Context: an optimization exercise on an open-source flow, tuned for small area, a short achievable clock period and few clock cycles. The choices shown serve that exercise and are no tape-out recipe. RTL that was checked went through simulation tests only; none was proved equivalent to the original. Only the layout flow was run in run 4; the RTL was not checked for function there. Power figures rest on the tool's default switching activity, not on a simulated workload.

### constraint.sdc
create_clock -name core_clock -period 10.0 [get_ports {clk}]
set_input_delay 2.0000 -clock core_clock [delete_from_list [all_inputs] [get_ports {clk}]]
set_output_delay 2.0000 -clock core_clock [all_outputs]
set_load 0.01 [all_outputs]
### run.sh
#!/bin/bash
# synth_recipe.tcl (not shown) runs the flow's synth.tcl, then flattens the netlist and writes it again
# the make line also repeats each setting of config.mk as NAME=value (left out here)
make -C /OpenROAD-flow-scripts/flow DESIGN_CONFIG=/design/flow/config.mk WORK_HOME=/design/flow/orfs CLKGATE_MAP_FILE= SYNTH_SCRIPT=/design/flow/synth_recipe.tcl finish
### design.v
module debounce_ctl (
    input  wire        clk,
    input  wire        rst,
    input  wire        in_valid,
    output wire        in_ready,
    input  wire [7:0]  op,
    input  wire [31:0] period,
    input  wire [9:0]  sample,
    input  wire [31:0] num,
    input  wire [31:0] den,
    input  wire        pin_init,
    output reg         resp_valid,
    output reg         resp_ok,
    output reg         ev_reset,
    output reg         ev_reset_warm,
    output reg         ev_persist,
    output wire [7:0]  persist_val,
    output reg         ev_pulse,
    output wire        ev_diag_liveness,
    output reg         ev_diag_count,
    output wire [8:0]  diag_n,
    output reg         ev_diag_lockdown,
    output reg         ev_act,
    output reg         ev_ind,
    output reg         ev_rearm,
    output reg         act,
    output reg         ind,
    output reg         locked,
    output reg         pwm_valid,
    output reg  [31:0] pwm_on,
    output reg  [31:0] pwm_off
);
    localparam [2:0]  WDT_MAX         = 3'd5;
    localparam [31:0] PWM_PERIOD_INIT = 32'd1000;
    localparam [1:0] FG_IDLE = 2'd0, FG_READY = 2'd1, FG_ON = 2'd2, FG_OFF = 2'd3;
    localparam [1:0] V_EDGE = 2'd0, V_DEB = 2'd1, V_LIV = 2'd2, V_WDT = 2'd3;
    reg              booted;
    reg              pin_level;
    reg              edge_en, edge_pend;
    reg              deb_armed, deb_pend;
    reg [1:0]        deb_count;
    reg [2:0]        timeout_count;
    reg              wdt_pend;
    reg              liv_armed, liv_pend;
    reg              liv_count;
    reg              pwm_enabled;
    reg [31:0]       pwm_period;
    reg [1:0]        fg;
    reg              frame_valid;
    reg [1:0]        frame_vec;
    reg [3:0]        frame_pc;
    reg              store_valid;
    reg [2:0]        store_val;
    reg [2:0]        ev_n;
    assign persist_val      = {5'd0, ev_n};
    assign diag_n           = {6'd0, ev_n};
    assign ev_diag_liveness = ev_pulse;
    reg              busy;           
    reg              fin;            
    reg [31:0]       sa;             
    reg [31:0]       sd;             
    reg [4:0]        bit_k;          
    reg              p_bit;          
    reg              rneg;           
    reg              smp;            
    reg [3:0]        p_top;          
    reg [13:0]       ps_p;           
    reg              rdy;            
    assign in_ready = rdy;
    wire take = in_valid && in_ready;
    reg              n_booted, n_pin_level, n_edge_en, n_edge_pend;
    reg              n_deb_armed, n_deb_pend;
    reg [1:0]        n_deb_count;
    reg [2:0]        n_timeout_count;
    reg              n_locked, n_wdt_pend;
    reg              n_liv_armed, n_liv_pend;
    reg              n_liv_count;
    reg              n_ind, n_act, n_pwm_enabled, n_pwm_valid;
    reg              n_period_ld;
    reg [1:0]        n_fg;
    reg              n_frame_valid;
    reg [1:0]        n_frame_vec;
    reg [3:0]        n_frame_pc;
    reg              n_store_valid;
    reg [2:0]        n_store_val;
    reg              m_ok, m_reset, m_persist, m_pulse;
    reg              m_diag_count, m_diag_lockdown, m_act, m_ind, m_rearm;
    reg [2:0]        m_n;
    reg              m_start;
    wire fg_idle_free  = !frame_valid && (fg == FG_IDLE);
    wire duty_in_range = (den != 32'd0) && !num[31] && (num <= den);
    always @* begin
        n_booted        = booted;
        n_pin_level     = pin_level;
        n_edge_en       = edge_en;
        n_edge_pend     = edge_pend;
        n_deb_armed     = deb_armed;
        n_deb_pend      = deb_pend;
        n_deb_count     = deb_count;
        n_timeout_count = timeout_count;
        n_locked        = locked;
        n_wdt_pend      = wdt_pend;
        n_liv_armed     = liv_armed;
        n_liv_pend      = liv_pend;
        n_liv_count     = liv_count;
        n_ind           = ind;
        n_act           = act;
        n_pwm_enabled   = pwm_enabled;
        n_pwm_valid     = pwm_valid;
        n_period_ld     = 1'b0;
        n_fg            = fg;
        n_frame_valid   = frame_valid;
        n_frame_vec     = frame_vec;
        n_frame_pc      = frame_pc;
        n_store_valid   = store_valid;
        n_store_val     = store_val;
        m_ok = 1'b0; m_reset = 1'b0; m_persist = 1'b0;
        m_pulse = 1'b0; m_diag_count = 1'b0;
        m_diag_lockdown = 1'b0; m_act = 1'b0; m_ind = 1'b0; m_rearm = 1'b0;
        m_n = 3'd0;
        m_start = 1'b0;
        if (op == 8'h00 || op == 8'h01) begin
            m_ok          = 1'b1;
            m_reset       = 1'b1;
            n_booted      = 1'b1;
            n_pin_level   = pin_init;
            n_edge_en     = 1'b1;
            n_edge_pend   = 1'b0;
            n_deb_armed   = 1'b0;
            n_deb_count   = 2'd0;
            n_deb_pend    = 1'b0;
            n_locked      = 1'b0;
            n_wdt_pend    = 1'b0;
            n_liv_armed   = 1'b0;
            n_liv_count   = 1'b0;
            n_liv_pend    = 1'b0;
            n_ind         = 1'b0;
            n_pwm_enabled = 1'b1;
            n_pwm_valid   = 1'b0;
            n_act         = 1'b0;
            n_fg          = FG_IDLE;
            n_frame_valid = 1'b0;
            if (!op[0]) begin
                n_timeout_count = 3'd0;
                n_store_valid   = 1'b1;
                n_store_val     = 3'd0;
                m_persist       = 1'b1;
            end else begin
                n_timeout_count = store_valid ? store_val : 3'd0;
            end
        end else if (booted) begin
            case (op)
            8'h10, 8'h18: begin                       
                m_ok        = 1'b1;
                n_pin_level = !pin_level;
                if (edge_en || op[3])
                    n_edge_pend = 1'b1;
            end
            8'h11: begin m_ok = 1'b1; n_deb_pend = 1'b1; end       
            8'h12: begin m_ok = 1'b1; n_liv_pend = 1'b1; end       
            8'h13: begin m_ok = 1'b1; n_wdt_pend = 1'b1; end       
            8'h14: begin m_ok = 1'b1; n_store_valid = 1'b0; end    
            8'h20: if (fg_idle_free) begin                         
                m_ok        = 1'b1;
                n_period_ld = 1'b1;
                n_pwm_valid = 1'b0;
            end
            8'h21: if (fg_idle_free) begin                         
                m_ok          = 1'b1;
                n_pwm_enabled = 1'b1;
            end
            8'h22: if (fg_idle_free) begin                         
                m_ok          = 1'b1;
                n_pwm_enabled = 1'b0;
                n_act         = 1'b0;
                m_act         = 1'b1;
            end
            8'h23: if (fg_idle_free) begin                         
                m_ok = 1'b1;
                if (pwm_enabled) begin
                    n_pwm_enabled = 1'b0;
                    n_act         = 1'b0;
                    m_act         = 1'b1;
                end else begin
                    n_pwm_enabled = 1'b1;
                end
            end
            8'h24: if (fg_idle_free) begin                         
                m_ok = 1'b1;
                if (pwm_enabled) m_start = 1'b1;
            end
            8'h25: if (fg_idle_free) begin                         
                m_ok = 1'b1;
                if (pwm_enabled && duty_in_range) m_start = 1'b1;
            end
            8'h26: if (!frame_valid && fg == FG_READY) begin       
                m_ok  = 1'b1;
                n_act = 1'b1;
                m_act = 1'b1;
                n_fg  = FG_ON;
            end
            8'h27: if (!frame_valid && fg == FG_ON) begin          
                m_ok  = 1'b1;
                n_act = 1'b0;
                m_act = 1'b1;
                n_fg  = FG_OFF;
            end
            8'h28: if (!frame_valid && fg == FG_OFF) begin         
                m_ok = 1'b1;
                n_fg = FG_IDLE;
            end
            8'h30: if (edge_pend && edge_en && !frame_valid) begin    
                m_ok          = 1'b1;
                n_edge_pend   = 1'b0;
                n_frame_valid = 1'b1;
                n_frame_vec   = V_EDGE;
                n_frame_pc    = 4'd0;
            end
            8'h31: if (deb_pend && deb_armed && !frame_valid) begin   
                m_ok          = 1'b1;
                n_deb_pend    = 1'b0;
                n_frame_valid = 1'b1;
                n_frame_vec   = V_DEB;
                n_frame_pc    = 4'd0;
            end
            8'h32: if (liv_pend && liv_armed && !frame_valid) begin   
                m_ok          = 1'b1;
                n_liv_pend    = 1'b0;
                n_frame_valid = 1'b1;
                n_frame_vec   = V_LIV;
                n_frame_pc    = 4'd0;
            end
            8'h33: if (wdt_pend && !frame_valid) begin                
                m_ok          = 1'b1;
                n_wdt_pend    = 1'b0;
                n_frame_valid = 1'b1;
                n_frame_vec   = V_WDT;
                n_frame_pc    = 4'd0;
            end
            8'h3F: if (frame_valid) begin                             
                m_ok = 1'b1;
                case (frame_vec)
                V_EDGE: case (frame_pc)
                    4'd0: begin
                        n_edge_en  = 1'b0;
                        n_frame_pc = 4'd1;
                    end
                    4'd1: begin
                        n_deb_armed = 1'b1;
                        n_deb_count = 2'd0;
                        n_frame_pc  = 4'd2;
                    end
                    default: begin
                        if (pin_level)
                            m_pulse = 1'b1;
                        n_frame_valid = 1'b0;
                    end
                endcase
                V_DEB: case (frame_pc)
                    4'd0: begin
                        if (deb_count == 2'd2) begin
                            n_deb_count = 2'd0;
                            n_frame_pc  = 4'd1;
                        end else begin
                            n_deb_count   = deb_count + 2'd1;
                            n_frame_valid = 1'b0;
                        end
                    end
                    4'd1: begin
                        n_edge_en  = 1'b1;
                        n_frame_pc = 4'd2;
                    end
                    default: begin
                        n_deb_armed   = 1'b0;
                        n_frame_valid = 1'b0;
                    end
                endcase
                V_LIV: begin
                    if (liv_count) begin
                        n_liv_count = 1'b0;
                        n_ind       = !ind;
                        m_ind       = 1'b1;
                    end else begin
                        n_liv_count = 1'b1;
                    end
                    n_frame_valid = 1'b0;
                end
                default: case (frame_pc)                              
                    4'd0: begin
                        if (locked) begin
                            n_frame_pc = 4'd8;
                        end else begin
                            n_timeout_count = timeout_count + 3'd1;
                            n_frame_pc      = 4'd1;
                        end
                    end
                    4'd1: begin
                        m_diag_count = 1'b1;
                        m_n          = timeout_count;
                        n_frame_pc   = 4'd2;
                    end
                    4'd2: begin
                        if (timeout_count < WDT_MAX) begin
                            n_store_valid = 1'b1;
                            n_store_val   = timeout_count;
                            m_persist     = 1'b1;
                            m_n           = timeout_count;
                            n_frame_pc    = 4'd8;
                        end else begin
                            n_locked   = 1'b1;
                            n_frame_pc = 4'd3;
                        end
                    end
                    4'd3: begin
                        m_diag_lockdown = 1'b1;
                        n_frame_pc      = 4'd4;
                    end
                    4'd4: begin
                        n_edge_en  = 1'b0;
                        n_frame_pc = 4'd5;
                    end
                    4'd5: begin
                        n_deb_armed = 1'b0;
                        n_deb_count = 2'd0;
                        n_frame_pc  = 4'd6;
                    end
                    4'd6: begin
                        n_pwm_enabled = 1'b0;
                        n_act         = 1'b0;
                        m_act         = 1'b1;
                        n_frame_pc    = 4'd7;
                    end
                    4'd7: begin
                        n_liv_armed = 1'b1;
                        n_liv_count = 1'b0;
                        n_frame_pc  = 4'd8;
                    end
                    default: begin
                        m_rearm       = 1'b1;
                        n_frame_valid = 1'b0;
                    end
                endcase
                endcase
            end
            default: ;                                                
            endcase
        end
    end
    reg [4:0] p_msb;
    integer i;
    always @* begin
        p_msb = 5'd0;
        for (i = 1; i < 32; i = i + 1)
            if (pwm_period[i]) p_msb = i[4:0];
    end
    wire [31:0] p_sh  = {pwm_period[30:0], 1'b0};    
    wire [4:0]  k_nx  = rdy ? p_msb : bit_k;
    wire [2:0]  g_nx  = bit_k[2:0] - 3'd1;
    wire        pbit_nx = p_sh[k_nx];
    wire [3:0]  pgrp_nx = rdy ? p_top : pwm_period[{g_nx, 2'b00} +: 4];
    reg  [3:0]  top_in;
    integer j;
    always @* begin
        top_in = period[3:0];
        for (j = 1; j < 8; j = j + 1)
            if (period[4*j +: 4] != 4'd0) top_in = period[4*j +: 4];
    end
    wire        p_nz  = (pwm_period != 32'd0);
    wire [31:0] sa_g  = p_bit ? sa : 32'd0;
    wire [31:0] Q    = pwm_on;
    wire [34:0] u1a  = {rneg, rneg, pwm_off, 1'b0};
    wire [34:0] u1b  = {3'b000, sa_g};
    wire [34:0] u1c  = rneg ? {3'b000, sd} : ~{3'b000, sd};
    wire [34:0] s1   = u1a ^ u1b ^ u1c;
    wire [34:0] c1   = (u1a & u1b) | (u1a & u1c) | (u1b & u1c);
    wire [34:0] x1   = s1 + {c1[33:0], !rneg};
    wire [34:0] u2c  = rneg ? 35'd0 : ~{2'b00, sd, 1'b0};
    wire [34:0] s2   = u1a ^ u1b ^ u2c;
    wire [34:0] c2   = (u1a & u1b) | (u1a & u2c) | (u1b & u2c);
    wire [34:0] x2   = s2 + {c2[33:0], !rneg};
    wire        ge2  = !x2[34];
    wire        ge1  = !x1[34];
    wire [31:0] r_nx = ge2 ? x2[31:0] : x1[31:0];
    wire [31:0] q_inc = Q + 32'd1;
    wire [31:0] q_nx  = {ge2 ? q_inc[30:0] : Q[30:0], ge1 & !ge2};
    wire [9:0]  s_op = rdy ? sample : sa[9:0];
    wire [13:0] pg_s = ({14{pgrp_nx[0]}} & {4'd0, s_op})
                     + ({14{pgrp_nx[1]}} & {3'd0, s_op, 1'b0})
                     + ({14{pgrp_nx[2]}} & {2'd0, s_op, 2'b0})
                     + ({14{pgrp_nx[3]}} & {1'd0, s_op, 3'b0});      
    wire [11:0] sv_a = {2'b00, pwm_off[5:0], pwm_off[9:6]};
    wire [11:0] sv_b = {2'b00, ps_p[9:0]};
    wire [11:0] sv_c = {8'd0, ps_p[13:10]};
    wire [11:0] sv_s = sv_a ^ sv_b ^ sv_c;
    wire [11:0] sv_k = {(sv_a[10:0] & sv_b[10:0]) | (sv_a[10:0] & sv_c[10:0]) | (sv_b[10:0] & sv_c[10:0]), 1'b0};
    wire [11:0] sr_0 = sv_s + sv_k;
    wire [9:0]  sr_1 = sr_0[9:0] + 10'd1;
    wire [9:0]  sr_2 = {sr_0[9:1] + 9'd1, sr_0[0]};
    wire        sg1  = sr_0[11] | sr_0[10] | (&sr_0[9:0]);        
    wire        sg2  = sr_0[11] | (&sr_0[10:1]);                  
    wire [9:0]  rs_nx = sg2 ? sr_2 : sg1 ? sr_1 : sr_0[9:0];
    wire [4:0]  sr_v  = {1'b0, pwm_off[9:6]} + {1'b0, ps_p[13:10]};    
    wire [4:0]  su    = sr_v + {3'd0, sg2, sg1 & !sg2};
    wire [31:0] qs_nx = {su[4] ? q_inc[27:0] : Q[27:0], su[3:0]};
    wire [31:0] on_nx  = ge1 ? q_inc : Q;
    wire [31:0] off_nx = pwm_period + ~Q + {31'd0, !ge1};
    always @(posedge clk) begin
        if (rst) begin
            busy             <= 1'b0;
            fin              <= 1'b0;
            rdy              <= 1'b1;
            booted           <= 1'b0;
            pin_level        <= 1'b0;
            edge_en          <= 1'b1;
            edge_pend        <= 1'b0;
            deb_armed        <= 1'b0;
            deb_pend         <= 1'b0;
            deb_count        <= 2'd0;
            timeout_count    <= 3'd0;
            locked           <= 1'b0;
            wdt_pend         <= 1'b0;
            liv_armed        <= 1'b0;
            liv_pend         <= 1'b0;
            liv_count        <= 1'b0;
            ind              <= 1'b0;
            act              <= 1'b0;
            pwm_enabled      <= 1'b1;
            pwm_valid        <= 1'b0;
            pwm_period       <= PWM_PERIOD_INIT;
            p_top            <= PWM_PERIOD_INIT[11:8];
            fg               <= FG_IDLE;
            frame_valid      <= 1'b0;
            frame_vec        <= 2'd0;
            frame_pc         <= 4'd0;
            store_valid      <= 1'b0;
            store_val        <= 3'd0;
            resp_valid       <= 1'b0;
        end else begin
            resp_valid <= 1'b0;
            if (take) begin
                booted        <= n_booted;
                pin_level     <= n_pin_level;
                edge_en       <= n_edge_en;
                edge_pend     <= n_edge_pend;
                deb_armed     <= n_deb_armed;
                deb_pend      <= n_deb_pend;
                deb_count     <= n_deb_count;
                timeout_count <= n_timeout_count;
                locked        <= n_locked;
                wdt_pend      <= n_wdt_pend;
                liv_armed     <= n_liv_armed;
                liv_pend      <= n_liv_pend;
                liv_count     <= n_liv_count;
                ind           <= n_ind;
                act           <= n_act;
                pwm_enabled   <= n_pwm_enabled;
                pwm_valid     <= n_pwm_valid;
                if (m_reset) begin
                    pwm_period <= PWM_PERIOD_INIT;
                    p_top      <= PWM_PERIOD_INIT[11:8];
                end else if (n_period_ld) begin
                    pwm_period <= period;
                    p_top      <= top_in;
                end
                fg            <= n_fg;
                frame_valid   <= n_frame_valid;
                frame_vec     <= n_frame_vec;
                frame_pc      <= n_frame_pc;
                store_valid   <= n_store_valid;
                store_val     <= n_store_val;
                if (m_start) begin
                    rdy   <= 1'b0;
                    smp   <= !op[0];
                    ps_p  <= pg_s;
                    if (!op[0]) begin
                        busy  <= 1'b1;
                        fin   <= 1'b0;
                        bit_k <= {2'b00, p_msb[4:2]};
                        p_bit <= 1'b0;
                    end else begin
                        busy  <= (p_msb != 5'd0);
                        fin   <= (p_msb == 5'd0);
                        bit_k <= p_msb - 5'd1;
                        p_bit <= pbit_nx;
                    end
                end else begin
                    resp_valid <= 1'b1;
                end
            end
            if (busy) begin
                bit_k <= bit_k - 5'd1;
                p_bit <= pbit_nx & !smp;
                ps_p  <= pg_s;
                if (bit_k == 5'd0) begin
                    busy <= 1'b0;
                    fin  <= 1'b1;
                end
            end
            if (fin) begin
                fin        <= 1'b0;
                rdy        <= 1'b1;
                resp_valid <= 1'b1;
                fg         <= FG_READY;
                pwm_valid  <= 1'b1;
            end
        end
    end
    always @(posedge clk) begin
        if (in_ready) begin
            sa <= (op[0]) ? num : {22'd0, sample};
            sd <= (op[0]) ? den : 32'd1023;
        end
        if (take && m_start) begin
            pwm_on  <= 32'd0;
            pwm_off <= (p_nz && op[0]) ? num : 32'd0;
            rneg    <= 1'b0;
        end else if (busy && smp) begin
            pwm_on  <= qs_nx;
            pwm_off <= {22'd0, rs_nx};
        end else if (busy) begin
            pwm_on  <= q_nx;
            pwm_off <= r_nx;
            rneg    <= !ge1;
        end else if (fin) begin
            pwm_on  <= on_nx;
            pwm_off <= off_nx;
        end
    end
    always @(posedge clk) begin
        if (take) begin
            resp_ok          <= m_ok;
            ev_reset         <= m_reset;
            ev_reset_warm    <= op[0];
            ev_persist       <= m_persist;
            ev_n             <= m_n;
            ev_pulse         <= m_pulse;
            ev_diag_count    <= m_diag_count;
            ev_diag_lockdown <= m_diag_lockdown;
            ev_act           <= m_act;
            ev_ind           <= m_ind;
            ev_rearm         <= m_rearm;
        end
    end
endmodule
### config.mk
export PLATFORM = sky130hd
export DESIGN_NAME = debounce_ctl
export DESIGN_NICKNAME = debounce_ctl
export VERILOG_FILES = /design/flow/design.v
export SDC_FILE = /design/flow/constraint.sdc
export NUM_CORES = 4
export LEC_CHECK = 0
export CAP_MARGIN = 20
export CORE_MARGIN = 2
export CORE_UTILIZATION = 50
export SETUP_SLACK_MARGIN = 4.5
export SLEW_MARGIN = 20
==> run notes, run 1 <==
Iter 0 DRT Violations=2183; fillers=4035; grt ovf=0; antenna-violating nets left=0; # port buffers=204; Worst IR Drop VDD=0.000183 V; Yosys top cell area share=0.164; Worst-Margin Slew=1160 ps; Setup WS post-layout=3850 ps; number of synthesized flops with an enable pin=130; Crit Path Max Fanout=6; fmax=163 MHz; sequential fraction of the synthesis area=0.253; Critical path origin=rneg; Reg-to-Reg End=pwm_off[26]; global routing usage on met1=0.465; CTS Buf Count=31; DRC=0; top post-synthesis cells by area=edfxtp_1, ha_1, dfxtp_1, fa_1, inv_1; Core ar.=46800 sq um; first-pass GRT wire length=134000 um; clk latency of the worst-skew pair=610 ps; busiest grt layer=met2; CP Capture Point=pwm_off[26]; share of cells above drive strength 1=0.137; Root Driver=clkbuf_16; r2r setup slk=3850 ps; slowest stage delay, CP=410 ps; synthesized cell area=23800 sq um; Die Y-Extent=222 um; Stages on worst setup path=30; Final GP Congestion=0.969; routed len/inst=23.3 um; grt met2 use=0.549; kind of cell adding the most delay to the critical path=compound AO/OA/AOI/OAI gates; Leak=12.4 nW; Most used DFF post-synth=edfxtp_1; Worst path slowest cell=fa_2; Area Growth Syn to Fin=24.3%; Site Rows=79; final slew viol count=0; R2R cell count=30; Num Clock Sinks=236; clock tree buffer depth=3; cts-stage hold buffer count=0; n_diodes=0; Max Clock Skew=17.3 ps; post-place setup slack=3130 ps; Ports=216; largest net degree at the start of global routing=75; vias in the first global route=23100; Startpoint Class=register; fin crit share=0.615; Vias/cell=6.23; element type at the critical path end=register; multi-input logic area=17300 sq um; CP Data Required Time=10370 ps; Cell variety after synth=98; setup TNS=0 ps; H-tree levels=1; Post-Syn Area per Cell=8.19 sq um; Hold Fails Final Rpt=0; RSZ-0062 raised after global routing=true; max cap viols=0; CP Class=reg2reg; final setup vio count=0; class of the worst hold path=reg2reg; CTS tree=yes; register bit total from synthesis=236; initial antenna violation count=1; Slew headroom=0.224; Initial DRT Pass Iterations=6; power per standard cell area=95.1 nW/um^2; via count=23600; Global Route Usage Sum=0.346; initial core utilization=0.509; flip-flop and latch area=6030 sq um; FFs w/ async S/R, synth=0; Worst Path Buf+Inv=10; Die W=222 um; status=finished clean; met3 Resource Use GR=0.0555; Final Critical Period=6150 ps; post-DP HPWL=64600 um; CTS clk-pin slew, worst paths=70 ps; Synth Instances=2907; r2r startpoint=rneg; Die ar.=49400 sq um; nets@finish=3564; crit path DAT=6510 ps; WL final=88200 um; Synth area leader=edfxtp_1; YS warnings=1
routing by layer:
layer / up-vias / share of wire
met5: - / 0
li1: 10800 / -
met2: 1137 / 0.45
met1: 11400 / 0.42
met3: 269 / 0.085
met4: 0 / 0.049
synthesized netlist by cell type, drive strengths merged, types with 11 or more instances:
master	count
a2111oi	11
a211oi	45
a21o	43
a21oi	226
a221oi	15
a31oi	25
and2	37
and3	19
buf	39
clkbuf	91
dfxtp	106
edfxtp	130
fa	93
ha	204
inv	305
mux2	22
mux2i	22
nand2	283
nand2b	25
nand3	86
nand4	28
nor2	247
nor2b	29
nor3	72
nor4	33
o211ai	42
o21a	24
o21ai	167
o21bai	33
o22ai	26
o31ai	13
or2	17
or3	28
or4	11
xnor2	128
xor2	40
stage by stage:
stage	hold slack (ps)	total power, mW	instances	instance area, sq um	utilization
2_1_floorplan	429	1.35	2917	24000	-
3_3_place_gp	440	1.51	3633	26500	0.567
3_5_place_dp	447	1.51	3633	26500	0.567
4_1_cts	458	2.81	3759	28800	0.616
5_1_grt	483	2.91	3781	29600	0.633
6_report	455	2.82	3781	29600	0.633
cell type report:
cell class,instances,area share
timing repair buffer,327,0.109
clock inverter,20,0.00934
tap,607,0.0257
inverter,306,0.0390
clock buffer,38,0.0296
sequential,236,0.204
multi-input combinational,2247,0.584
worst min-delay path by stage:
stage                 start      endpoint  depth (start not counted)
2_1_floorplan   store_valid   store_valid                          2
3_3_place_gp   store_val[1]  store_val[1]                          2
3_5_place_dp   store_val[1]  store_val[1]                          2
4_1_cts        store_val[1]  store_val[1]                          2
5_1_grt        store_val[0]  store_val[0]                          2
6_report       store_val[1]  store_val[1]                          2
cell families (layout without fill, tap and decap cells):
family,Yosys count,after routing,share of synthesized area
compound gates,772,772,0.208
xor+xnor,168,168,0.0618
fa+ha+maj,297,297,0.185
buf+inv,436,691,0.0745
flops,236,236,0.253
mux,52,52,0.0272
other cells,1,11,0.000158
simple gates,945,947,0.190
state kept, by name, indices dropped and copies added, names as in the netlist, 3 cells and up:
name,cells
pwm_off,32
pwm_on,32
pwm_period,32
sa,32
sd,32
ps_p,14
bit_k,5
frame_pc,4
p_top,4
ev_n,3
store_val,3
timeout_count,3
report_power, final:
group	switching, mW	total, mW	internal, mW	leakage, nW
Sequential	0.00920	1.05	1.04	2.17
Clock	0.500	1.28	0.779	0.566
Combinational	0.273	0.487	0.214	9.63
Total	0.782	2.82	2.03	12.4
what timing repair did:
item,4_1_cts,5_1_grt
cloned,4,3
setup buffers,64,19
resized for setup,120,149
pin swaps,78,98
endpoints found under the setup margin,118,121
worst register-to-register path: cells and delay by family (launching register included):
| family | cells | cell delay [ps] |
|---|---|---|
| buffers and inverters | 10 | 1270 |
| AND/OR/NAND/NOR | 2 | 330 |
| AO/OA/AOI/OAI | 11 | 2320 |
| flip-flops | 1 | 360 |
| XOR/XNOR | 1 | 140 |
| adder cells (fa/ha/maj) | 6 | 1500 |
cells in the final DEF, fill, tap and decap left out, drive strengths merged, types with 37 or more instances in the layout:
cell | netlist | layout
nand2 | 283 | 283
inv | 305 | 307
o21ai | 167 | 167
ha | 204 | 204
and2 | 37 | 37
o211ai | 42 | 42
a21o | 43 | 43
nand3 | 86 | 86
xnor2 | 128 | 128
a211oi | 45 | 45
xor2 | 40 | 40
clkdlybuf4s50 | 0 | 201
dfxtp | 106 | 106
a21oi | 226 | 226
clkbuf | 91 | 39
fa | 93 | 93
edfxtp | 130 | 130
nor2 | 247 | 249
buf | 39 | 122
nor3 | 72 | 72
Testbench counts, summed over its fixed seeds: cycles 33,671.
==> inputs of run 2 (changes only) <==
--- a/config.mk
+++ b/config.mk
@@ -9,4 +9,4 @@
 export CORE_MARGIN = 2
 export CORE_UTILIZATION = 50
-export SETUP_SLACK_MARGIN = 4.5
+export SETUP_SLACK_MARGIN = 4
 export SLEW_MARGIN = 20
==> run 2 against run 1 <==
Effect of this change: global-route usage shrank 0.61 points; non-clock buffer count shrank 70; flip-flop and latch count is the same; sequential share of layout area grew 1.2 points; hold slack gained 2.2 ps; synthesized area is the same; cell area shrank 5.5%; die area is the same; highest routed layer unchanged; register-to-register slack gained 180 ps; largest cell class unchanged.
==> run notes, run 2 <==
status=finished clean; max cap viols=0 (unchanged); most frequent cells in the layout=inv_1, nand2_1, nor2_1, a21oi_1, clkdlybuf4s50_1; Core ar.=46800 sq um (unchanged); Area Growth Syn to Fin=17.5%; slowest stage delay, CP=520 ps (+110 ps); Initial DRT Pass Iterations=5 (-1); Yosys top cell area share=0.164 (unchanged); Site Rows=79 (unchanged); initial core utilization=0.509 (unchanged); initial antenna violation count=0 (-1); vias in the first global route=22500 (-2.7%); Commonest cells post-synth=inv_1, nand2_1, nor2_1; sequential fraction of the synthesis area=0.253 (unchanged); CP Class=reg2reg; DRC=0 (unchanged); Worst-Margin Slew=1150 ps (-3.43 ps); Max Clock Skew=18.9 ps (+1.63 ps); final setup vio count=0 (unchanged); H-tree levels=1 (unchanged); nets@finish=3493 (-2.0%); Synth area leader=edfxtp_1; CP Cell Sequence=clkinvlp_4 > buf_12 > ha_4 > fa_1 > inv_1 > ha_4 > inv_2 > or4_4 > or2_4 > a2111oi_4 > o2111a_1 > or2_4 > fa_2 > nor2b_1 > o31a_2 > o41ai_4 > a21oi_2 > a2111o_1 > a31o_1 > a21o_1 > xnor2_1 > o32ai_1 > a221o_1; clock tree buffer depth=3 (unchanged); Worst Path Buf+Inv=4 (-6); power per standard cell area=97.0 nW/um^2 (+2.0%); Slew headroom=0.226 (+0.00231); Die W=222 um (unchanged); class of the worst hold path=reg2reg; Worst Hold Slack=457 ps (+2.22 ps); Final GP Congestion=0.961 (-0.83%); Iter 0 DRT Violations=2168 (-0.69%); cts-stage hold buffer count=0 (unchanged); largest net degree at the start of global routing=75 (unchanged); via count=23100 (-2.0%); Crit Path Max Fanout=19 (+13); Synth Instances=2907 (unchanged); Num Clock Sinks=236 (unchanged); FFs w/ async S/R, synth=0 (unchanged); crit path DAT=6350 ps (-160 ps); Most used DFF post-synth=edfxtp_1; CTS tree=yes; WL final=86900 um (-1.4%); setup TNS=0 ps (unchanged); routed len/inst=23.4 um (+0.53%); top post-synthesis cells by area=edfxtp_1, ha_1, dfxtp_1, fa_1, inv_1; fillers=4289 (+6.3%); RSZ-0062 raised after global routing=true; Die Y-Extent=222 um (unchanged); Cell variety after synth=98 (unchanged); post-DP HPWL=65500 um (+1.3%); # port buffers=204 (unchanged); Post-Syn Area per Cell=8.19 sq um (unchanged); Root Driver=clkbuf_16; YS warnings=1 (unchanged); CP Data Required Time=10380 ps (about the same); share of cells above drive strength 1=0.0771 (-0.0600); Leak=11.8 nW (-5.0%); register bit total from synthesis=236 (unchanged); Worst path slowest cell=or4_4; Die ar.=49400 sq um (unchanged); Vias/cell=6.23 (about the same); element type at the critical path end=register; most common cell after layout, fill and taps aside=inv_1; number of synthesized flops with an enable pin=130 (unchanged); grt ovf=0 (unchanged); Ports=216 (unchanged); kind of cell adding the most delay to the critical path=compound AO/OA/AOI/OAI gates; Startpoint Class=register; Worst IR Drop VDD=0.000137 V (-25%); synthesized cell area=23800 sq um (unchanged); Hold Fails Final Rpt=0 (unchanged); Final Critical Period=5970 ps (-176 ps); CTS Buf Count=31 (unchanged); clk latency of the worst-skew pair=630 ps (+20 ps); first-pass GRT wire length=131000 um (-2.0%); fin crit share=0.597 (-0.0176); n_diodes=0 (unchanged); final slew viol count=0 (unchanged); Global Route Usage Sum=0.340 (-0.00611); most frequent cell after synthesis=inv_1; fmax=167 MHz (+2.9%); antenna-violating nets left=0 (unchanged); CTS clk-pin slew, worst paths=70 ps (about the same)
-- run 2: cell count changes in the layout (fill, tap and decap cells not counted), sizes merged --
| cell | delta |
|---|---|
| clkbuf | -1 |
| bufinv | -2 |
| dlymetal6s2s | -1 |
| clkinv | -1 |
| inv | +1 |
| bufbuf | -1 |
| nor2 | -1 |
| buf | -69 |
| clkdlybuf4s50 | +1 |
-- run 2: cell families after synthesis --
logic type      after synthesis  share of synthesized area
fa+ha+maj                   297                      0.185
flops                       236                      0.253
compound gates              772                      0.208
buf+inv                     436                     0.0745
other cells                   1                   0.000158
xor+xnor                    168                     0.0618
mux                          52                     0.0272
simple gates                945                      0.190
-- run 2: final cells by class --
cell class | count | area [sq um] | share of cell area
Sequential cell | 236 | 6030 | 0.216
Inverter | 306 | 1150 | 0.0412
Tap cell | 607 | 759 | 0.0272
Timing Repair Buffer | 257 | 2510 | 0.0898
Multi-Input combinational cell | 2246 | 16400 | 0.588
Clock inverter | 18 | 213 | 0.00761
Clock buffer | 37 | 853 | 0.0305
-- run 2: worst register-to-register path, cell delays in order (launching register included) --
cell	delay, ps
dfxtp_2	370
clkinvlp_4	130
buf_12	190
ha_4	280
fa_1	500
inv_1	60
ha_4	290
inv_2	50
or4_4	520
or2_4	290
a2111oi_4	240
o2111a_1	250
or2_4	140
fa_2	190
nor2b_1	60
o31a_2	340
o41ai_4	310
a21oi_2	160
a2111o_1	420
a31o_1	220
a21o_1	210
xnor2_1	140
o32ai_1	100
a221o_1	290
-- run 2: per-layer routing --
metal,vias to the layer above,part of all wire,track usage
met3,197,0.082,0.0512
li1,10700,-,-
met4,0,0.041,0.119
met1,11100,0.41,0.450
met2,1130,0.46,0.565
met5,-,0,0
-- run 2: worst paths after layout --
| kind | endpoint | startpoint | slack (ps) | depth (start not counted) |
|---|---|---|---|---|
| max reg2reg | pwm_off[29] | rneg | 4030 | 23 |
| max | pwm_off[29] | rneg | 4030 | 23 |
| min reg2reg | store_val[1] | store_val[1] | 460 | 2 |
| min | store_val[1] | store_val[1] | 460 | 2 |
-- run 2: timing repair --
action                                  in CTS  in global routing
pin swaps                                   10                 16
gates cloned                                 1                  2
endpoints found under the setup margin      55                 77
gates resized for setup                     19                 28
buffers inserted                             7                 12
-- run 2: metrics by stage --
step / total power [mW] / cell area (sq um) / utilization / worst slack, ps / instances
after floorplan: 1.35 / 24000 / - / 3900 / 2917
after global placement: 1.50 / 26400 / 0.566 / 3220 / 3629
after detailed placement: 1.51 / 26500 / 0.566 / 3130 / 3630
after CTS: 2.72 / 27700 / 0.593 / 3990 / 3693
after global routing: 2.80 / 28000 / 0.598 / 3820 / 3707
final: 2.71 / 28000 / 0.598 / 4030 / 3707
-- run 2: where the power goes --
group	internal (mW)	switching, mW	total, mW
sequential	1.04	0.00892	1.05
clock	0.710	0.494	1.20
combinational	0.199	0.261	0.460
==> inputs of run 3 (changes only) <==
--- a/config.mk
+++ b/config.mk
@@ -8,5 +8,5 @@
 export CAP_MARGIN = 20
 export CORE_MARGIN = 2
-export CORE_UTILIZATION = 50
+export CORE_UTILIZATION = 40
 export SETUP_SLACK_MARGIN = 4
 export SLEW_MARGIN = 20
==> run 3 against run 2 <==
Effect of this change: clock skew is 2.5 ps higher; flip-flop and latch count stayed put; non-clock buffer count is 14 higher; first-iteration DRC count is 27% lower; wire length is 1.4% lower; via count is 1.4% lower; die area is 25% higher; fmax is 0.85% higher; highest routed layer unchanged.
==> run notes, run 3 <==
status=finished clean; dpl cells=3796 (+4.6%); Num Clock Sinks=236 (unchanged); Power Internal=1.94 mW (-0.42%); Die W=248 um (+12%); multi-input logic area=16400 sq um (about the same); max cap viols=0 (unchanged); CP Cell Sequence=clkinvlp_4 > buf_12 > ha_4 > fa_1 > inv_1 > ha_1 > nand2_1 > or4_4 > or2_4 > a2111oi_4 > o2111a_1 > or2_4 > fa_2 > nor2b_1 > o31a_2 > o41ai_4 > a21oi_2 > a2111o_1 > a31o_1 > a21o_1 > xnor2_1 > o32ai_1 > a221o_1; initial antenna violation count=1 (+1); n_diodes=0 (unchanged); register bit total from synthesis=236 (unchanged); Worst Hold Slack=455 ps (-1.51 ps); vias in the first global route=21800 (-2.8%); post-DP HPWL=65900 um (+0.55%); fin crit share=0.592 (-0.00504); CP Data Required Time=10370 ps (about the same); initial core utilization=0.404 (-0.105); Worst IR Drop VDD=0.000148 V (+7.7%); Hold Fails Final Rpt=0 (unchanged); Global Route Usage Sum=0.272 (-0.0682); Crit Path Max Fanout=9 (-10); Max Clock Skew=21.4 ps (+2.51 ps); Initial DRT Pass Iterations=5 (unchanged); Die ar.=61500 sq um (+25%); final setup vio count=0 (unchanged); class of the worst hold path=reg2reg; Synth Instances=2907 (unchanged); cell area after layout=28200 sq um (+0.92%); CTS tree=yes; first-pass GRT wire length=130000 um (-1.3%); DRC=0 (unchanged); Yosys top cell area share=0.164 (unchanged); CP Class=reg2reg; grt ovf=0 (unchanged); slowest stage delay, CP=480 ps (-40 ps); Most used DFF post-synth=edfxtp_1; Top cell by count, worst path=or2_4; Worst Path Buf+Inv=3 (-1); Final Critical Period=5920 ps (-50.4 ps); flip-flop and latch area=6030 sq um (about the same); clk latency of the worst-skew pair=620 ps (about the same); Root Driver=clkbuf_16; number of synthesized flops with an enable pin=130 (unchanged); clock power share=0.441 (-0.003); Site Rows=89 (+13%); top post-synthesis cells by area=edfxtp_1, ha_1, dfxtp_1, fa_1, inv_1; power per standard cell area=95.3 nW/um^2 (-1.8%); DP Area=26700 sq um (+0.73%); H-tree levels=1 (unchanged); antenna-violating nets left=0 (unchanged); FFs w/ async S/R, synth=0 (unchanged); CTS clk-pin slew, worst paths=70 ps (about the same); synthesized cell area=23800 sq um (unchanged); most common cell after layout, fill and taps aside=inv_1; setup TNS=0 ps (unchanged); via count=22800 (-1.4%); Iter 0 DRT Violations=1574 (-27%); YS warnings=1 (unchanged); fin cells=3889 (+4.9%); Core ar.=58900 sq um (+26%); Worst-Margin Slew=1040 ps (-108 ps); Ports=216 (unchanged); fmax=169 MHz (+0.85%); Startpoint Class=register; routed len/inst=22.0 um (-6.0%); most frequent cell after synthesis=inv_1; combinational power share=0.168 (about the same); CTS Buf Count=31 (unchanged); Die Y-Extent=248 um (+12%); largest net degree at the start of global routing=75 (unchanged); Synth area leader=edfxtp_1; sequential fraction of the synthesis area=0.253 (unchanged); Slew headroom=0.301 (+0.0750); kind of cell adding the most delay to the critical path=compound AO/OA/AOI/OAI gates; element type at the critical path end=register; WL final=85700 um (-1.4%); Post-Syn Area per Cell=8.19 sq um (unchanged); RSZ-0062 raised after global routing=true; Leak=11.8 nW (+0.25%); # port buffers=204 (unchanged); crit path DAT=6290 ps (-60 ps); Vias/cell=5.86 (-6.0%); share of cells above drive strength 1=0.0793 (+0.00217); nets@finish=3506 (+0.37%); most frequent cells in the layout=inv_1, nand2_1, nor2_1, a21oi_1, clkdlybuf4s50_1; Cell variety after synth=98 (unchanged); cts-stage hold buffer count=0 (unchanged); clock tree buffer depth=3 (unchanged); fillers=5699 (+33%); Final GP Congestion=0.948 (-1.4%); switching power=0.748 mW (-2.1%); switching part of the total=0.278 (-0.00340); sequential power share=0.391 (+0.004); Area Growth Syn to Fin=18.5%; final slew viol count=0 (unchanged); Worst path slowest cell=fa_1; Commonest cells post-synth=inv_1, nand2_1, nor2_1
-- run 3: changes by cell type in the layout (fill, tap and decap cells not counted), sizes merged --
cell,delta
clkinvlp,+1
clkbuf,+3
nor2,-1
bufbuf,-1
buf,+16
inv,-2
-- run 3: metrics by stage --
| step | setup WS, ps | util | power [mW] |
|---|---|---|---|
| after global routing | 3830 | 0.479 | 2.79 |
| after global placement | 3300 | 0.452 | 1.50 |
| after CTS | 4020 | 0.474 | 2.70 |
| final | 4080 | 0.479 | 2.69 |
| after detailed placement | 3260 | 0.452 | 1.51 |
| after floorplan | 3900 | - | 1.35 |
-- run 3: cell type report --
class	instances	area share
well taps	773	0.0343
inverters	306	0.0408
clock inverters	17	0.00732
multi-input cells	2245	0.582
clock buffers	41	0.0304
flip-flops and latches	236	0.214
repair buffers	271	0.0912
-- run 3: final timing paths --
kind | from | to | slack (ps) | cells after the start
max | rneg | pwm_off[29] | 4080 | 23
min | store_val[0] | store_val[0] | 460 | 2
max reg2reg | rneg | pwm_off[29] | 4080 | 23
min reg2reg | store_val[0] | store_val[0] | 460 | 2
-- run 3: layer usage --
layer | wire length (um) | track usage | up-vias
li1 | - | - | 10700
met4 | 3070 | 0.0824 | 0
met5 | 0 | 0 | -
met1 | 37600 | 0.376 | 11000
met2 | 39300 | 0.445 | 956
met3 | 5730 | 0.0284 | 166
-- run 3: what timing repair did --
item / 4_1_cts / 5_1_grt
buffers inserted: 12 / 22
gates resized for setup: 15 / 29
endpoints found under the hold margin: 0 / 0
gates cloned: 0 / 1
pin swaps: 7 / 12
setup endpoints to repair: 49 / 75
-- run 3: kinds of logic (layout without fill, tap and decap cells) --
group / count (synthesis) / after routing / share of synthesized area
muxes: 52 / 52 / 0.0272
AOI/OAI and AO/OA: 772 / 772 / 0.208
and+or+nand+nor: 945 / 945 / 0.190
xor gates and xnor gates: 168 / 168 / 0.0618
buffers and inverters: 436 / 635 / 0.0745
DFF: 236 / 236 / 0.253
adders and majority gates: 297 / 297 / 0.185
other: 1 / 11 / 0.000158
-- run 3: power groups by stage --
stage                     logic, mW  clock network (mW)  registers, mW
final                         0.451                1.19           1.05
after global routing          0.498                1.24           1.05
after CTS                     0.444                1.21           1.05
after detailed placement      0.438                   0           1.07
after global placement        0.433                   0           1.07
after floorplan               0.280                   0           1.07
-- run 3: tightest hold or removal path, cell delays in order (launching register included) --
cell and delay [ps]:
dfxtp_1 310, nand2_1 50, a21oi_1 50
==> inputs of run 4 (changes only) <==
--- a/design.v
+++ b/design.v
@@ -58,4 +58,7 @@
     reg              busy;           
     reg              fin;            
+    reg              fin0;           
+    reg              rnd_r;          
+    reg [9:0]        s_rem;          
     reg [31:0]       sa;             
     reg [31:0]       sd;             
@@ -370,9 +373,10 @@
     wire [31:0] Q    = pwm_on;
     wire [34:0] u1a  = {rneg, rneg, pwm_off, 1'b0};
-    wire [34:0] u1b  = {3'b000, sa_g};
-    wire [34:0] u1c  = rneg ? {3'b000, sd} : ~{3'b000, sd};
+    wire [34:0] u1b  = {3'b000, fin ? pwm_period : sa_g};
+    wire [34:0] u1c  = rneg ? {3'b000, sd} : fin ? ~{3'b000, Q} : ~{3'b000, sd};
     wire [34:0] s1   = u1a ^ u1b ^ u1c;
     wire [34:0] c1   = (u1a & u1b) | (u1a & u1c) | (u1b & u1c);
-    wire [34:0] x1   = s1 + {c1[33:0], !rneg};
+    wire        rnd  = smp ? s_rem[9] : rnd_r;                   
+    wire [34:0] x1   = s1 + {c1[33:0], fin ? !rnd : !rneg};
     wire [34:0] u2c  = rneg ? 35'd0 : ~{2'b00, sd, 1'b0};
     wire [34:0] s2   = u1a ^ u1b ^ u2c;
@@ -389,5 +393,5 @@
                      + ({14{pgrp_nx[2]}} & {2'd0, s_op, 2'b0})
                      + ({14{pgrp_nx[3]}} & {1'd0, s_op, 3'b0});      
-    wire [11:0] sv_a = {2'b00, pwm_off[5:0], pwm_off[9:6]};
+    wire [11:0] sv_a = {2'b00, s_rem[5:0], s_rem[9:6]};
     wire [11:0] sv_b = {2'b00, ps_p[9:0]};
     wire [11:0] sv_c = {8'd0, ps_p[13:10]};
@@ -400,13 +404,14 @@
     wire        sg2  = sr_0[11] | (&sr_0[10:1]);                  
     wire [9:0]  rs_nx = sg2 ? sr_2 : sg1 ? sr_1 : sr_0[9:0];
-    wire [4:0]  sr_v  = {1'b0, pwm_off[9:6]} + {1'b0, ps_p[13:10]};    
+    wire [4:0]  sr_v  = {1'b0, s_rem[9:6]} + {1'b0, ps_p[13:10]};      
     wire [4:0]  su    = sr_v + {3'd0, sg2, sg1 & !sg2};
     wire [31:0] qs_nx = {su[4] ? q_inc[27:0] : Q[27:0], su[3:0]};
-    wire [31:0] on_nx  = ge1 ? q_inc : Q;
-    wire [31:0] off_nx = pwm_period + ~Q + {31'd0, !ge1};
+    wire [31:0] on_nx  = rnd ? q_inc : Q;
+    wire [31:0] off_nx = x1[31:0];
     always @(posedge clk) begin
         if (rst) begin
             busy             <= 1'b0;
             fin              <= 1'b0;
+            fin0             <= 1'b0;
             rdy              <= 1'b1;
             booted           <= 1'b0;
@@ -480,5 +485,5 @@
                     end else begin
                         busy  <= (p_msb != 5'd0);
-                        fin   <= (p_msb == 5'd0);
+                        fin0  <= (p_msb == 5'd0);
                         bit_k <= p_msb - 5'd1;
                         p_bit <= pbit_nx;
@@ -494,7 +499,13 @@
                 if (bit_k == 5'd0) begin
                     busy <= 1'b0;
-                    fin  <= 1'b1;
+                    fin  <= smp;
+                    fin0 <= !smp;
                 end
             end
+            if (fin0) begin
+                fin0  <= 1'b0;
+                fin   <= 1'b1;
+                rnd_r <= ge1;
+            end
             if (fin) begin
                 fin        <= 1'b0;
@@ -507,5 +518,5 @@
     end
     always @(posedge clk) begin
-        if (in_ready) begin
+        if (!(busy || fin0)) begin
             sa <= (op[0]) ? num : {22'd0, sample};
             sd <= (op[0]) ? den : 32'd1023;
@@ -515,7 +526,11 @@
             pwm_off <= (p_nz && op[0]) ? num : 32'd0;
             rneg    <= 1'b0;
+            s_rem   <= 10'd0;
         end else if (busy && smp) begin
             pwm_on  <= qs_nx;
-            pwm_off <= {22'd0, rs_nx};
+            s_rem   <= rs_nx;
+        end else if (fin0) begin
+            pwm_off <= 32'd0;
+            rneg    <= 1'b0;
         end else if (busy) begin
             pwm_on  <= q_nx;
--- a/config.mk
+++ b/config.mk
@@ -8,5 +8,5 @@
 export CAP_MARGIN = 20
 export CORE_MARGIN = 2
-export CORE_UTILIZATION = 40
+export CORE_UTILIZATION = 50
 export SETUP_SLACK_MARGIN = 4
 export SLEW_MARGIN = 20
==> run 4 against run 3 <==
Effect of this change: still clean; sequential power is 14% higher; flip-flop and latch count is 12 higher; critical endpoint is now pwm_off[28]; power is 33% higher.
==> run notes, run 4 <==
status=finished clean; Vias/cell=6.25 (+6.6%); clk latency of the worst-skew pair=550 ps (-70 ps); fmax=169 MHz (-0.16%); Final GP Congestion=0.955 (+0.79%); Ports=216 (unchanged); Site Rows=78 (-12%); crit path DAT=6300 ps (about the same); Die ar.=47500 sq um (-23%); sequential fraction of the synthesis area=0.274 (+0.0210); class of the worst hold path=reg2reg; CP Data Required Time=10370 ps (about the same); Slew headroom=0.276 (-0.0255); top post-synthesis cells by area=edfxtp_1, dfxtp_1, fa_1, ha_1, a21oi_1; Leak=11.1 nW (-6.1%); Iter 0 DRT Violations=2228 (+42%); Root Driver=clkbuf_16; final slew viol count=0 (unchanged); Setup WS post-layout=4070 ps (-9.31 ps); Synth area leader=edfxtp_1; # port buffers=204 (unchanged); YS warnings=1 (unchanged); power per standard cell area=134 nW/um^2 (+40%); most frequent cell after synthesis=nor2_1; Most used DFF post-synth=edfxtp_1; Synth Instances=2810 (-3.3%); Worst IR Drop VDD=0.000121 V (-18%); WL final=84500 um (-1.3%); Cell variety after synth=95 (-3.1%); fin crit share=0.593 (+0.000931); synthesized cell area=22900 sq um (-3.8%); Crit Path Max Fanout=16 (+7); Worst-Margin Slew=1080 ps (+36.2 ps); final setup vio count=0 (unchanged); CP Class=in2reg; Post-Syn Area per Cell=8.15 sq um (-0.51%); Max Clock Skew=27.2 ps (+5.80 ps); grt ovf=0 (unchanged); Core ar.=45300 sq um (-23%); Initial DRT Pass Iterations=6 (+1); antenna-violating nets left=0 (unchanged); Startpoint Class=primary input; register bit total from synthesis=248 (+5.1%); share of cells above drive strength 1=0.0699 (-0.00941); initial antenna violation count=2 (+1); Yosys top cell area share=0.172 (+0.00784); initial core utilization=0.506 (+0.101); post-DP HPWL=62300 um (-5.4%); Design Power=3.58 mW (+33%); Area Growth Syn to Fin=17.1%; via count=22300 (-2.3%); Num Clock Sinks=248 (+5.1%); element type at the critical path end=register; CTS clk-pin slew, worst paths=60 ps (about the same); Die Y-Extent=218 um (-12%); RSZ-0062 raised after global routing=true; Commonest cells post-synth=nor2_1, nand2_1, inv_1; vias in the first global route=20800 (-4.6%); Hold Fails Final Rpt=0 (unchanged); DRC=0 (unchanged); largest net degree at the start of global routing=77 (+2.7%); first-pass GRT wire length=127000 um (-2.5%); H-tree levels=2 (+1); routed len/inst=23.7 um (+7.7%); nets@finish=3290 (-6.2%); post-place setup slack=2910 ps (-355 ps); clock tree buffer depth=3 (unchanged); FFs w/ async S/R, synth=0 (unchanged); CTS Buf Count=34 (+9.7%); most common cell after layout, fill and taps aside=nor2_1; Global Route Usage Sum=0.349 (+0.0777); CTS tree=yes; setup TNS=0 ps (unchanged); most frequent cells in the layout=nor2_1, nand2_1, inv_1, a21oi_1, clkdlybuf4s50_1; number of synthesized flops with an enable pin=131 (+0.77%); Die W=218 um (-12%); Final Critical Period=5930 ps (+9.31 ps); max cap viols=0 (unchanged)
[run 4: path summary, 6_finish.rpt]
check	start	endpoint	slack, ps	depth (start not counted)
setup reg to reg	ps_p[11]	pwm_on[15]	4200	25
hold reg to reg	store_val[0]	store_val[0]	450	2
hold / removal	store_val[0]	store_val[0]	450	2
setup / recovery	den[2]	pwm_off[28]	4070	14
[run 4: logic make-up (layout without fill, tap and decap cells)]
family | after synthesis | in the layout | share of synthesized area
compound gates | 744 | 745 | 0.210
buf+inv | 412 | 552 | 0.0718
mux | 63 | 63 | 0.0333
other cells | 1 | 12 | 0.000164
simple gates | 973 | 974 | 0.202
fa+ha+maj | 233 | 233 | 0.157
flops | 248 | 248 | 0.274
xor+xnor | 136 | 137 | 0.0520
[run 4: final cells by class]
type	count	area, sq um
antenna	1	2.50
clock buffer	48	998
clock inverter	12	118
fill	4153	18500
inverter	237	890
multi-input combinational	2163	15300
sequential	248	6280
tap	600	751
timing repair buffer	255	2510
[run 4: stage by stage]
stage,instance area [sq um],hold WS (ps),utilization,std cells
2_1_floorplan,22900,432,-,2820
3_3_place_gp,25200,446,0.558,3477
3_5_place_dp,25300,446,0.558,3477
4_1_cts,26600,453,0.587,3546
5_1_grt,26800,467,0.592,3563
6_report,26800,451,0.592,3564
[run 4: repair_timing]
| action | CTS | global route |
|---|---|---|
| buffers inserted | 7 | 16 |
| setup endpoints to repair | 60 | 62 |
| pin swaps | 0 | 6 |
| hold buffers | 0 | 0 |
| resized for setup | 12 | 17 |
| cloned | 2 | 1 |
[run 4: report_power, final]
group          internal [mW]  total (mW)  switching (mW)
Combinational          0.501        1.14           0.636
Sequential              1.13        1.20          0.0761
Clock                  0.749        1.24           0.493
Total                   2.38        3.58            1.21
[run 4: critical path, cell delays in order]
cell and delay, ps:
clkdlybuf4s50_1 620, inv_1 150, ha_1 200, a21o_1 150, a21o_1 170, o311ai_1 580, o211ai_1 430, and3_1 330
a2111o_1 600, or2_2 470, a21oi_4 170, buf_12 190, a22oi_1 100, o21ai_0 110
[run 4: routing by layer]
layer	up-vias	wire length (um)	global-route usage
met5	-	19	0
met4	4	3680	0.143
met3	191	7540	0.0647
met2	1053	36900	0.539
met1	10800	36400	0.482
li1	10200	-	-
==> inputs of run 5 (changes only) <==
--- a/design.v
+++ b/design.v
@@ -518,5 +518,5 @@
     end
     always @(posedge clk) begin
-        if (!(busy || fin0)) begin
+        if (in_ready) begin
             sa <= (op[0]) ? num : {22'd0, sample};
             sd <= (op[0]) ? den : 32'd1023;
==> run 5 against run 4 <==
Effect of this change: register-to-register slack improved by 120 ps; setup slack better by 190 ps; power is 22% lower; sequential share of layout area is 0.29 points higher.
==> run notes, run 5 <==
Final Critical Period=5740 ps (-192 ps); class of the worst hold path=reg2reg; Leak=10.8 nW (-2.2%); share of cells above drive strength 1=0.0617 (-0.00815); Most used DFF post-synth=edfxtp_1; Critical path origin=den[22]; synthesized cell area=23100 sq um (+1.1%); element type at the critical path end=register; first-pass GRT wire length=126000 um (-0.70%); adder-cell share of the synthesized area=0.155 (-0.00166); Die ar.=48000 sq um (+1.0%); Vias/cell=6.22 (-0.49%); Max Clock Skew=11.6 ps (-15.6 ps); Die Y-Extent=219 um (+0.52%); Initial DRT Pass Iterations=7 (+1); Worst-Margin Slew=988 ps (-91.7 ps); main combinational cell family by area after synthesis=simple AND/OR/NAND/NOR gates; Reg-to-Reg End=pwm_off[8]; FFs w/ async S/R, synth=0 (unchanged); mux cell area share after synthesis=0.0355 (+0.00224); Iter 0 DRT Violations=2029 (-8.9%); antenna-violating nets left=0 (unchanged); clock tree buffer depth=3 (unchanged); r2r startpoint=fin; Core ar.=45600 sq um (+0.65%); Slew headroom=0.339 (+0.0626); top post-synthesis cells by area=edfxtp_1, dfxtp_1, fa_1, ha_1, nor2_1; CTS tree=yes; H-tree levels=2 (unchanged); Yosys top cell area share=0.170 (-0.00182); nets@finish=3274 (-0.49%); power per standard cell area=105 nW/um^2 (-21%); fin crit share=0.574 (-0.0192); Cell variety after synth=103 (+8.4%); most frequent cell after synthesis=nor2_1; Synth Instances=2811 (+0.036%); largest net degree at the start of global routing=74 (-3.9%); Ports=216 (unchanged); initial antenna violation count=5 (+3); setup TNS=0 ps (unchanged); final setup vio count=0 (unchanged); fillers=4193 (+0.96%); WL final=83100 um (-1.7%); r2r setup slk=4320 ps (+120 ps); Startpoint Class=primary input; Root Driver=clkbuf_16; CTS Buf Count=34 (unchanged); n_diodes=0 (-1); sequential fraction of the synthesis area=0.271 (-0.00290); Die W=219 um (+0.52%); flip-flop and latch area=6290 sq um (about the same); R2R cell count=16 (-36%); Worst Hold Launch=s_rem[2]; CTS clk-pin slew, worst paths=60 ps (about the same); multi-input logic area=15300 sq um (+0.12%); CP Data Required Time=10390 ps (+20 ps); worst hold path cell count=2 (unchanged); compound-cell area share of the yosys netlist=0.204 (-0.00530); Hold Fails Final Rpt=0 (unchanged); Crit Path Max Fanout=8 (-8); Site Rows=78 (unchanged); Commonest cells post-synth=nor2_1, nand2_1, inv_1; Num Clock Sinks=248 (unchanged); crit path DAT=6130 ps (-170 ps); via count=22100 (-0.91%); fmax=174 MHz (+3.3%); DP Area=25400 sq um (+0.60%); Worst IR Drop VDD=0.0000992 V (-18%); grt ovf=0 (unchanged); Post-Syn Area per Cell=8.23 sq um (+1.0%); cts-stage hold buffer count=0 (unchanged); # port buffers=204 (unchanged); YS warnings=1 (unchanged); hold endpoint=s_rem[2]; max cap viols=0 (unchanged); simple-gate share of the synthesized area=0.208 (+0.00618); clk latency of the worst-skew pair=560 ps (about the same); Synth area leader=edfxtp_1; most common cell after layout, fill and taps aside=nor2_1; XOR/XNOR Fraction of Synth Area=0.0526 (+0.000530); RSZ-0062 raised after global routing=true; number of synthesized flops with an enable pin=131 (unchanged); CP Class=in2reg; Design Power=2.79 mW (-22%); register bit total from synthesis=248 (unchanged); DRC=0 (unchanged); final slew viol count=0 (unchanged); initial core utilization=0.508 (+0.00213); Final GP Congestion=0.953 (-0.18%); vias in the first global route=21300 (+2.3%); cell area after layout=26500 sq um (-1.2%); Area Growth Syn to Fin=14.6%; status=finished clean; Global Route Usage Sum=0.345 (-0.00467); routed len/inst=23.4 um (-1.3%); most frequent cells in the layout=nor2_1, nand2_1, inv_1, a21oi_1, clkdlybuf4s50_1; post-DP HPWL=63200 um (+1.5%)
-- run 5: cell count changes in the layout (fill, tap and decap cells not counted), moves of 14 or more --
cell,previous run,this run
a211oi_1,67,52
o21ai_0,132,146
nor2_1,285,319
a22oi_1,41,65
nand3_1,91,52
buf_4,43,25
o21ai_1,7,24
-- run 5: what timing repair did --
action / in CTS / in global routing
hold endpoints to repair: 0 / 0
resized for setup: 1 / 8
endpoints found under the setup margin: 5 / 52
buffers inserted: 0 / 1
pin swaps: 0 / 0
-- run 5: critical path: stages --
cell and delay (ps):
clkdlybuf4s50_1 480, inv_1 70, ha_1 410, nand4_1 240, nor4_1 780, and3_1 280
a2111oi_2 70, a221oi_1 830, o21a_1 340, nand3_2 290, nor2_1 200, a21oi_1 50
o21ai_0 90
-- run 5: metrics by stage --
step                utilization  std cells  hold WS (ps)  setup slack, ps
detailed placement        0.558       3486           460             3740
finish                    0.582       3549           468             4260
CTS                       0.581       3548           467             4010
floorplan                     -       2821           436             4480
global placement          0.557       3486           449             3880
global route              0.582       3549           499             3960
-- run 5: where the power goes --
| part | internal (mW) | switching [mW] |
|---|---|---|
| logic | 0.206 | 0.262 |
| registers | 1.10 | 0.0308 |
| clock network | 0.679 | 0.510 |
-- run 5: kinds of logic (layout without fill, tap and decap cells) --
logic type               count (synthesis)  count (layout)
adder cells (fa/ha/maj)                233             233
flip-flops                             248             248
AO/OA/AOI/OAI                          737             737
multiplexers                            65              65
AND/OR/NAND/NOR                        986             986
XOR/XNOR                               138             138
other                                    1              11
buffers and inverters                  403             531
-- run 5: cell type report --
cell class                      instances  share of cell area
Inverter                              239              0.0338
Timing Repair Buffer                  230              0.0842
Clock buffer                           49              0.0365
Multi-Input combinational cell       2170               0.577
Tap cell                              600              0.0283
Clock inverter                         13             0.00321
Sequential cell                       248               0.237
-- run 5: metal layers --
metal / part of all wire / wire length, um / global-route usage / up-vias
met5: 0.00054 / 45 / 0 / -
met4: 0.035 / 2900 / 0.111 / 6
met3: 0.092 / 7680 / 0.0679 / 201
met2: 0.44 / 37000 / 0.543 / 1040
met1: 0.43 / 35500 / 0.475 / 10700
li1: - / - / - / 10100
-- run 5: worst max-delay path by stage --
stage	cells after the start	end	slack [ps]
2_1_floorplan	24	ps_p[13]	4480
3_3_place_gp	10	ps_p[4]	3880
3_5_place_dp	13	pwm_off[26]	3740
4_1_cts	13	pwm_off[23]	4010
5_1_grt	21	pwm_on[10]	3960
6_report	13	pwm_off[26]	4260
Testbench counts of run 5, summed over its fixed seeds: cycles 34,017.
==> inputs of run 6 (changes only) <==
--- a/config.mk
+++ b/config.mk
@@ -8,5 +8,5 @@
 export CAP_MARGIN = 20
 export CORE_MARGIN = 2
-export CORE_UTILIZATION = 50
+export CORE_UTILIZATION = 40
 export SETUP_SLACK_MARGIN = 4
 export SLEW_MARGIN = 20
==> run 6 against run 5 <==
Effect of this change: wire length down 0.66%; non-clock buffer count unchanged; synthesized area unchanged; first-iteration DRC count up 1.6%; die area up 25%; still clean on timing, DRC and antenna; critical path type unchanged.
==> run notes, run 6 <==
status=finished clean; DRC=0 (unchanged); Iter 0 DRT Violations=2061 (+1.6%); Most used DFF post-synth=edfxtp_1; # port buffers=204 (unchanged); fmax=175 MHz (+0.42%); Slew headroom=0.258 (-0.0806); post-DP HPWL=62500 um (-1.2%); power per standard cell area=108 nW/um^2 (+2.7%); Crit Path Max Fanout=31 (+23); most common cell after layout, fill and taps aside=nor2_1; flip-flop and latch area=6290 sq um (unchanged); Hold Fails Final Rpt=0 (unchanged); Worst IR Drop VDD=0.000142 V (+43%); routed len/inst=22.2 um (-5.0%); final setup vio count=0 (unchanged); crit path DAT=6170 ps (+40 ps); fin cells=3710 (+4.5%); dpl cells=3648 (+4.6%); first-pass GRT wire length=126000 um (+0.22%); Max Clock Skew=13.2 ps (+1.58 ps); Synth area leader=edfxtp_1; synthesized cell area=23100 sq um (unchanged); grt ovf=0 (unchanged); Leak=10.9 nW (+0.48%); Vias/cell=5.88 (-5.4%); Yosys top cell area share=0.170 (unchanged); most frequent cells in the layout=nor2_1, nand2_1, inv_1, a21oi_1, clkdlybuf4s50_1; Die ar.=59800 sq um (+25%); DP Area=25600 sq um (+0.71%); WL final=82500 um (-0.66%); Worst Hold Slack=470 ps (+1.43 ps); setup TNS=0 ps (unchanged); number of synthesized flops with an enable pin=131 (unchanged); n_diodes=0 (unchanged); CP Class=in2reg; sequential fraction of the synthesis area=0.271 (unchanged); share of cells above drive strength 1=0.0655 (+0.00382); Die W=245 um (+12%); YS warnings=1 (unchanged); element type at the critical path end=register; most frequent cell after synthesis=nor2_1; via count=21800 (-1.1%); fin crit share=0.572 (-0.00238); fin util=0.467 (-0.114); clk latency of the worst-skew pair=630 ps (+70 ps); initial core utilization=0.403 (-0.105); Post-Syn Area per Cell=8.23 sq um (unchanged); Root Driver=clkbuf_16; cell area after layout=26900 sq um (+1.3%); fillers=5630 (+34%); Core ar.=57500 sq um (+26%); Die Y-Extent=245 um (+12%); H-tree levels=1 (-1); Synth Instances=2811 (unchanged); initial antenna violation count=2 (-3); Cell variety after synth=103 (unchanged); CTS clk-pin slew, worst paths=70 ps (about the same); Site Rows=88 (+13%); Final GP Congestion=0.946 (-0.83%); Ports=216 (unchanged); Worst-Margin Slew=1110 ps (+120 ps); register bit total from synthesis=248 (unchanged); Commonest cells post-synth=nor2_1, nand2_1, inv_1; max cap viols=0 (unchanged); CP Data Required Time=10460 ps (+70 ps); antenna-violating nets left=0 (unchanged); nets@finish=3271 (-0.092%); class of the worst hold path=reg2reg; largest net degree at the start of global routing=75 (+1.4%); top post-synthesis cells by area=edfxtp_1, dfxtp_1, fa_1, ha_1, nor2_1; CTS Buf Count=31 (-8.8%); clock tree buffer depth=3 (unchanged); Num Clock Sinks=248 (unchanged); Final Critical Period=5720 ps (-23.8 ps); Initial DRT Pass Iterations=5 (-2); FFs w/ async S/R, synth=0 (unchanged); vias in the first global route=21200 (-0.34%); Area Growth Syn to Fin=16.1%; Global Route Usage Sum=0.271 (-0.0736); CTS tree=yes; cts-stage hold buffer count=0 (unchanged); RSZ-0062 raised after global routing=false; final slew viol count=0 (unchanged); multi-input logic area=15300 sq um (+0.16%); Startpoint Class=primary input
## run 6: cell counts after synthesis
Identical to the previous run, type by type.
## run 6: final timing paths
path,startpoint,end,slack [ps],depth (start not counted)
hold reg to reg,s_rem[2],s_rem[2],470,2
hold / removal,s_rem[2],s_rem[2],470,2
setup / recovery,op[1],pwm_off[20],4280,11
setup reg to reg,fin,pwm_off[9],4350,16
## run 6: layer usage
layer	track usage	routed length (um)	vias up
met4	0.0735	2380	0
met2	0.443	37700	905
met5	0	0	-
li1	-	-	10100
met3	0.0436	6600	133
met1	0.371	35800	10600
## run 6: timing repair
action | in CTS | in global routing
setup endpoints to repair | 10 | 40
buffers inserted | 0 | 4
hold endpoints to repair | 0 | 0
resized for setup | 2 | 10
pin swaps | 0 | 1
## run 6: layout make-up
cell class,instances,area share
well taps,765,0.0356
clock buffers,34,0.0313
flip-flops and latches,248,0.234
inverters,239,0.0334
repair buffers,230,0.0832
multi-input cells,2170,0.570
clock inverters,24,0.0124
## run 6: cell families after synthesis
logic type | count (synthesis) | synth area share
xor gates and xnor gates | 138 | 0.0526
buffers and inverters | 403 | 0.0727
other | 1 | 0.000162
adders and majority gates | 233 | 0.155
muxes | 65 | 0.0355
and+or+nand+nor | 986 | 0.208
AOI/OAI and AO/OA | 737 | 0.204
DFF | 248 | 0.271
## run 6: report_power, final
part,total (mW),switching [mW],internal (mW),leakage [nW]
clock,1.31,0.534,0.772,0.557
combinational,0.467,0.261,0.207,8.02
sequential,1.13,0.0295,1.10,2.29
## run 6: critical path, cell delays in order
cell             delay [ps]
clkdlybuf4s50_1         960
nor3_1                  160
a21oi_1                 430
nand4_1                 550
nor3_1                  520
a21oi_1                 100
nor2_2                  430
and3_1                  240
buf_4                   410
nand2_1                 170
o21ai_1                 150
## run 6: stage by stage
stage | power (mW) | setup WS (ps)
floorplan | 1.43 | 4480
global placement | 1.60 | 3840
detailed placement | 1.61 | 3820
CTS | 2.92 | 4040
global route | 3.01 | 4020
finish | 2.90 | 4280

[what the ideal ports hide]
Ports are ideal in the flow. The routed layouts listed here were re-timed in OpenROAD. Step 1, drivers: a clkbuf_16 drives clk and a buf_2 each remaining input, both assumed. Step 2 times the ports against the registers' clock, not the clock port: input delays grow and output delays shrink by t, the midpoint of the rising clock arrivals with the driver on. Three values: ideal, step 1, step 2; two values: the first two.
| run | shift t [ns] | setup slack, ns | slew at the worst register clock pin (ns) |
|---|---|---|---|
| run 1 | 0.661 | 3.852 / 3.852 / 3.697 | 0.07 / 0.07 |
| run 2 | 0.675 | 4.028 / 4.028 / 3.570 | 0.07 / 0.07 |
| run 3 | 0.665 | 4.078 / 4.078 / 3.740 | 0.07 / 0.07 |
| run 4 | 0.601 | 4.069 / 4.104 / 3.502 | 0.06 / 0.06 |
| run 5 | 0.614 | 4.260 / 4.292 / 3.678 | 0.06 / 0.06 |
| run 6 | 0.676 | 4.284 / 4.310 / 3.634 | 0.07 / 0.07 |
After both steps setup and hold are still met in every run listed. The setup slack of run 6, which loses most, moves by +0.026 ns with the drivers and by -0.650 ns with both steps.
